From an optimization exercise on the open Yosys and OpenROAD flow, aimed at a short achievable clock period, few clock cycles per item and low power; shortcuts taken in it are not production practice. Only simulation tests tie the RTL to the original design; equivalence was not proved. Power and IR drop assume default switching activity.

==> module phz_fadd, before the edit <==
module phz_fadd (
    input  wire [31:0] a,
    input  wire [31:0] b,
    input  wire        sub,
    output reg  [31:0] y
);
    wire [31:0] bb = {b[31] ^ sub, b[30:0]};
    wire a_nan = (a[30:23] == 8'hFF) && (a[22:0] != 0);
    wire b_nan = (bb[30:23] == 8'hFF) && (bb[22:0] != 0);
    wire a_inf = (a[30:23] == 8'hFF) && (a[22:0] == 0);
    wire b_inf = (bb[30:23] == 8'hFF) && (bb[22:0] == 0);
    wire [7:0] ea = (a[30:23] == 0)  ? 8'd1 : a[30:23];
    wire [7:0] eb = (bb[30:23] == 0) ? 8'd1 : bb[30:23];
    wire [8:0] d_ab = {1'b0, ea} - {1'b0, eb};
    wire [7:0] d_ba = eb - ea;
    wire        a_ge  = !d_ab[8];
    wire [31:0] big   = a_ge ? a : bb;
    wire [31:0] sml   = a_ge ? bb : a;
    wire [7:0]  e_big = a_ge ? ea : eb;
    wire [7:0]  diff  = a_ge ? d_ab[7:0] : d_ba;
    wire [23:0] m_big   = {big[30:23] != 0, big[22:0]};
    wire [23:0] m_small = {sml[30:23] != 0, sml[22:0]};
    wire [26:0] big_al  = {m_big, 3'b000};
    wire        eff_sub = big[31] ^ sml[31];
    wire        near    = eff_sub && (diff[7:1] == 7'd0);
    wire [4:0]  dshift = (diff > 8'd31) ? 5'd31 : diff[4:0];
    wire [53:0] small_wide = {m_small, 3'b000, 27'd0} >> dshift;
    wire [26:0] small_al   = {small_wide[53:28], small_wide[27] | (small_wide[26:0] != 0)};
    wire [27:0] f_sum = eff_sub ? ({1'b0, big_al} - {1'b0, small_al})
                                : ({1'b0, big_al} + {1'b0, small_al});
    reg [26:0] f_norm;
    reg [8:0]  f_e;
    always @* begin
        if (f_sum[27]) begin
            f_norm = {f_sum[27:2], f_sum[1] | f_sum[0]};
            f_e    = {1'b0, e_big} + 9'd1;
        end else if (eff_sub && !f_sum[26]) begin
            f_norm = {f_sum[25:0], 1'b0};
            f_e    = {1'b0, e_big} - 9'd1;
        end else begin
            f_norm = f_sum[26:0];
            f_e    = {1'b0, e_big};
        end
    end
    wire [26:0] small_n = diff[0] ? {1'b0, m_small, 2'b00} : {m_small, 3'b000};
    wire [27:0] n_sub1  = {1'b0, big_al} - {1'b0, small_n};
    wire [26:0] n_sub2  = small_n - big_al;            
    wire        n_neg   = n_sub1[27];
    wire [26:0] n_sum   = n_neg ? n_sub2 : n_sub1[26:0];
    wire [26:0] limit = (e_big <= 8'd27) ? (27'h4000000 >> (e_big - 8'd1)) : 27'd0;
    function [4:0] lzc32(input [31:0] x);
        reg [15:0] x16;
        reg [7:0]  x8;
        reg [3:0]  x4;
        reg [1:0]  x2;
        reg        z16, z8, z4, z2, z1;
        begin
            z16 = (x[31:16] == 0);   x16 = z16 ? x[15:0]  : x[31:16];
            z8  = (x16[15:8] == 0);  x8  = z8  ? x16[7:0] : x16[15:8];
            z4  = (x8[7:4] == 0);    x4  = z4  ? x8[3:0]  : x8[7:4];
            z2  = (x4[3:2] == 0);    x2  = z2  ? x4[1:0]  : x4[3:2];
            z1  = !x2[1];
            lzc32 = {z16, z8, z4, z2, z1};
        end
    endfunction
    wire [4:0]  lshift = lzc32({n_sum | limit, 5'b11111});
    wire [26:0] n_norm = n_sum << lshift;
    wire [8:0]  n_e    = {1'b0, e_big} - {4'd0, lshift};
    wire [26:0] norm   = near ? n_norm : f_norm;
    wire [8:0]  e_norm = near ? n_e : f_e;
    wire        zero   = near ? (n_sum == 0) : (f_sum == 0);
    wire        r_sign = (near && n_neg) ? sml[31] : big[31];
    wire        rnd_up = norm[2] & (norm[1] | norm[0] | norm[3]);
    wire [24:0] m_rnd  = {1'b0, norm[26:3]} + {24'd0, rnd_up};
    wire [8:0]  e_fin  = m_rnd[24] ? e_norm + 9'd1 : e_norm;
    always @* begin
        if (a_nan || b_nan || (a_inf && b_inf && (a[31] != bb[31])))
            y = 32'h7FC00000;
        else if (a_inf || b_inf)
            y = {a_inf ? a[31] : bb[31], 8'hFF, 23'd0};
        else if (zero)
            y = {eff_sub ? 1'b0 : big[31], 31'd0};
        else if (e_fin >= 9'd255)
            y = {r_sign, 8'hFF, 23'd0};
        else if (m_rnd[24])
            y = {r_sign, e_fin[7:0], m_rnd[23:1]};
        else if (m_rnd[23])
            y = {r_sign, e_fin[7:0], m_rnd[22:0]};
        else
            y = {r_sign, 8'd0, m_rnd[22:0]};
    end
endmodule
export LEC_CHECK = 0
export CAP_MARGIN = 20
export CORE_MARGIN = 2
export CORE_UTILIZATION = 40
export SLEW_MARGIN = 20
create_clock -name core_clock -period 27.0 [get_ports {clk}]
standard.sh (not shown) runs the stock make flow with config.mk's settings and CLKGATE_MAP_FILE= SYNTH_SCRIPT=/design/flow/synth_recipe.tcl, a recipe that flattens the netlist after the stock synthesis.
==> flow/flow/run.sh <==
#!/bin/bash
# Standard synthesis and layout (the standard.sh), with repair_timing
# aiming for extra setup slack so the layout reaches a shorter period.
set -euo pipefail
bash standard.sh SETUP_SLACK_MARGIN=15 finish > standard_flow.log 2>&1
Testbench counts at the start, summed over its fixed seeds: cycles 107,416, items 16,000.
Change:
--- a/flow/design.v
+++ b/flow/design.v
@@ -19,35 +19,19 @@
     wire [7:0]  e_big = a_ge ? ea : eb;
     wire [7:0]  diff  = a_ge ? d_ab[7:0] : d_ba;
     wire [23:0] m_big   = {big[30:23] != 0, big[22:0]};
     wire [23:0] m_small = {sml[30:23] != 0, sml[22:0]};
-    wire [26:0] big_al  = {m_big, 3'b000};
-    wire        eff_sub = big[31] ^ sml[31];
-    wire        near    = eff_sub && (diff[7:1] == 7'd0);
     wire [4:0]  dshift = (diff > 8'd31) ? 5'd31 : diff[4:0];
     wire [53:0] small_wide = {m_small, 3'b000, 27'd0} >> dshift;
     wire [26:0] small_al   = {small_wide[53:28], small_wide[27] | (small_wide[26:0] != 0)};
-    wire [27:0] f_sum = eff_sub ? ({1'b0, big_al} - {1'b0, small_al})
-                                : ({1'b0, big_al} + {1'b0, small_al});
-    reg [26:0] f_norm;
-    reg [8:0]  f_e;
-    always @* begin
-        if (f_sum[27]) begin
-            f_norm = {f_sum[27:2], f_sum[1] | f_sum[0]};
-            f_e    = {1'b0, e_big} + 9'd1;
-        end else if (eff_sub && !f_sum[26]) begin
-            f_norm = {f_sum[25:0], 1'b0};
-            f_e    = {1'b0, e_big} - 9'd1;
-        end else begin
-            f_norm = f_sum[26:0];
-            f_e    = {1'b0, e_big};
-        end
-    end
-    wire [26:0] small_n = diff[0] ? {1'b0, m_small, 2'b00} : {m_small, 3'b000};
-    wire [27:0] n_sub1  = {1'b0, big_al} - {1'b0, small_n};
-    wire [26:0] n_sub2  = small_n - big_al;            
-    wire        n_neg   = n_sub1[27];
-    wire [26:0] n_sum   = n_neg ? n_sub2 : n_sub1[26:0];
+    wire [26:0] big_al     = {m_big, 3'b000};
+    wire        eff_sub = big[31] ^ sml[31];
+    wire [27:0] s_add   = {1'b0, big_al} + {1'b0, small_al};
+    wire [27:0] s_sub1  = {1'b0, big_al} - {1'b0, small_al};
+    wire [26:0] s_sub2  = small_al - big_al;
+    wire        neg     = eff_sub && s_sub1[27];    
+    wire [27:0] sum     = !eff_sub ? s_add : neg ? {1'b0, s_sub2} : s_sub1;
+    wire        r_sign  = neg ? sml[31] : big[31];
     wire [26:0] limit = (e_big <= 8'd27) ? (27'h4000000 >> (e_big - 8'd1)) : 27'd0;
     function [4:0] lzc32(input [31:0] x);
         reg [15:0] x16;
         reg [7:0]  x8;
@@ -62,24 +46,30 @@
             z1  = !x2[1];
             lzc32 = {z16, z8, z4, z2, z1};
         end
     endfunction
-    wire [4:0]  lshift = lzc32({n_sum | limit, 5'b11111});
-    wire [26:0] n_norm = n_sum << lshift;
-    wire [8:0]  n_e    = {1'b0, e_big} - {4'd0, lshift};
-    wire [26:0] norm   = near ? n_norm : f_norm;
-    wire [8:0]  e_norm = near ? n_e : f_e;
-    wire        zero   = near ? (n_sum == 0) : (f_sum == 0);
-    wire        r_sign = (near && n_neg) ? sml[31] : big[31];
-    wire        rnd_up = norm[2] & (norm[1] | norm[0] | norm[3]);
-    wire [24:0] m_rnd  = {1'b0, norm[26:3]} + {24'd0, rnd_up};
-    wire [8:0]  e_fin  = m_rnd[24] ? e_norm + 9'd1 : e_norm;
+    wire [4:0] lshift = lzc32({sum[26:0] | limit, 5'b11111});
+    reg [26:0] norm;
+    reg [8:0]  e_norm;
+    reg        rnd_up;
+    reg [24:0] m_rnd;
+    reg [8:0]  e_fin;
     always @* begin
+        if (sum[27]) begin
+            norm   = {sum[27:2], sum[1] | sum[0]};
+            e_norm = {1'b0, e_big} + 9'd1;
+        end else begin
+            norm   = sum[26:0] << lshift;
+            e_norm = {1'b0, e_big} - {4'd0, lshift};
+        end
+        rnd_up = norm[2] & (norm[1] | norm[0] | norm[3]);
+        m_rnd  = {1'b0, norm[26:3]} + {24'd0, rnd_up};
+        e_fin  = m_rnd[24] ? e_norm + 9'd1 : e_norm;
         if (a_nan || b_nan || (a_inf && b_inf && (a[31] != bb[31])))
             y = 32'h7FC00000;
         else if (a_inf || b_inf)
             y = {a_inf ? a[31] : bb[31], 8'hFF, 23'd0};
-        else if (zero)
+        else if (sum == 0)
             y = {eff_sub ? 1'b0 : big[31], 31'd0};
         else if (e_fin >= 9'd255)
             y = {r_sign, 8'hFF, 23'd0};
         else if (m_rnd[24])
Critical path depth rose by 12.
First-iteration DRC count fell by 5.8%.
Final area fell by 7.6%.
Global-route usage fell by 3.2 points.
Hold slack got worse by 15 ps.
Setup slack got worse by 1900 ps.
Sequential cell count is unchanged.
Count of clock-buffer cells in the layout fell by 1.
Routed wire length fell by 12%.
Final cell count fell by 8.4%.
Die area fell by 6.7%.
Power rose by 13%.
Testbench counts after the change, summed over its fixed seeds: cycles 107,416, items 16,000.

==> re-timing with driven ports <==
Ports are ideal in the flow. The routed layouts listed here were re-timed in OpenROAD.
Step 1: set_driving_cell puts a clkbuf_16 on clk and a buf_2 on each other input, an assumption about the parent block.
Step 2, shift: input delay + t, output delay - t, t = (earliest + latest rising clock arrival at the registers) / 2. This alone moves slack from input paths to output paths.
a / b / c = ideal ports / drivers / drivers and shift; a / b = the first two.
run	t (ns)	setup slack, ns	worst register clock-pin slew, ns
the first run	0.900	13.762 / 13.762 / 13.762	0.08 / 0.08
the second run	0.908	11.817 / 11.817 / 11.817	0.07 / 0.07
After both steps setup and hold are still met in every run listed.
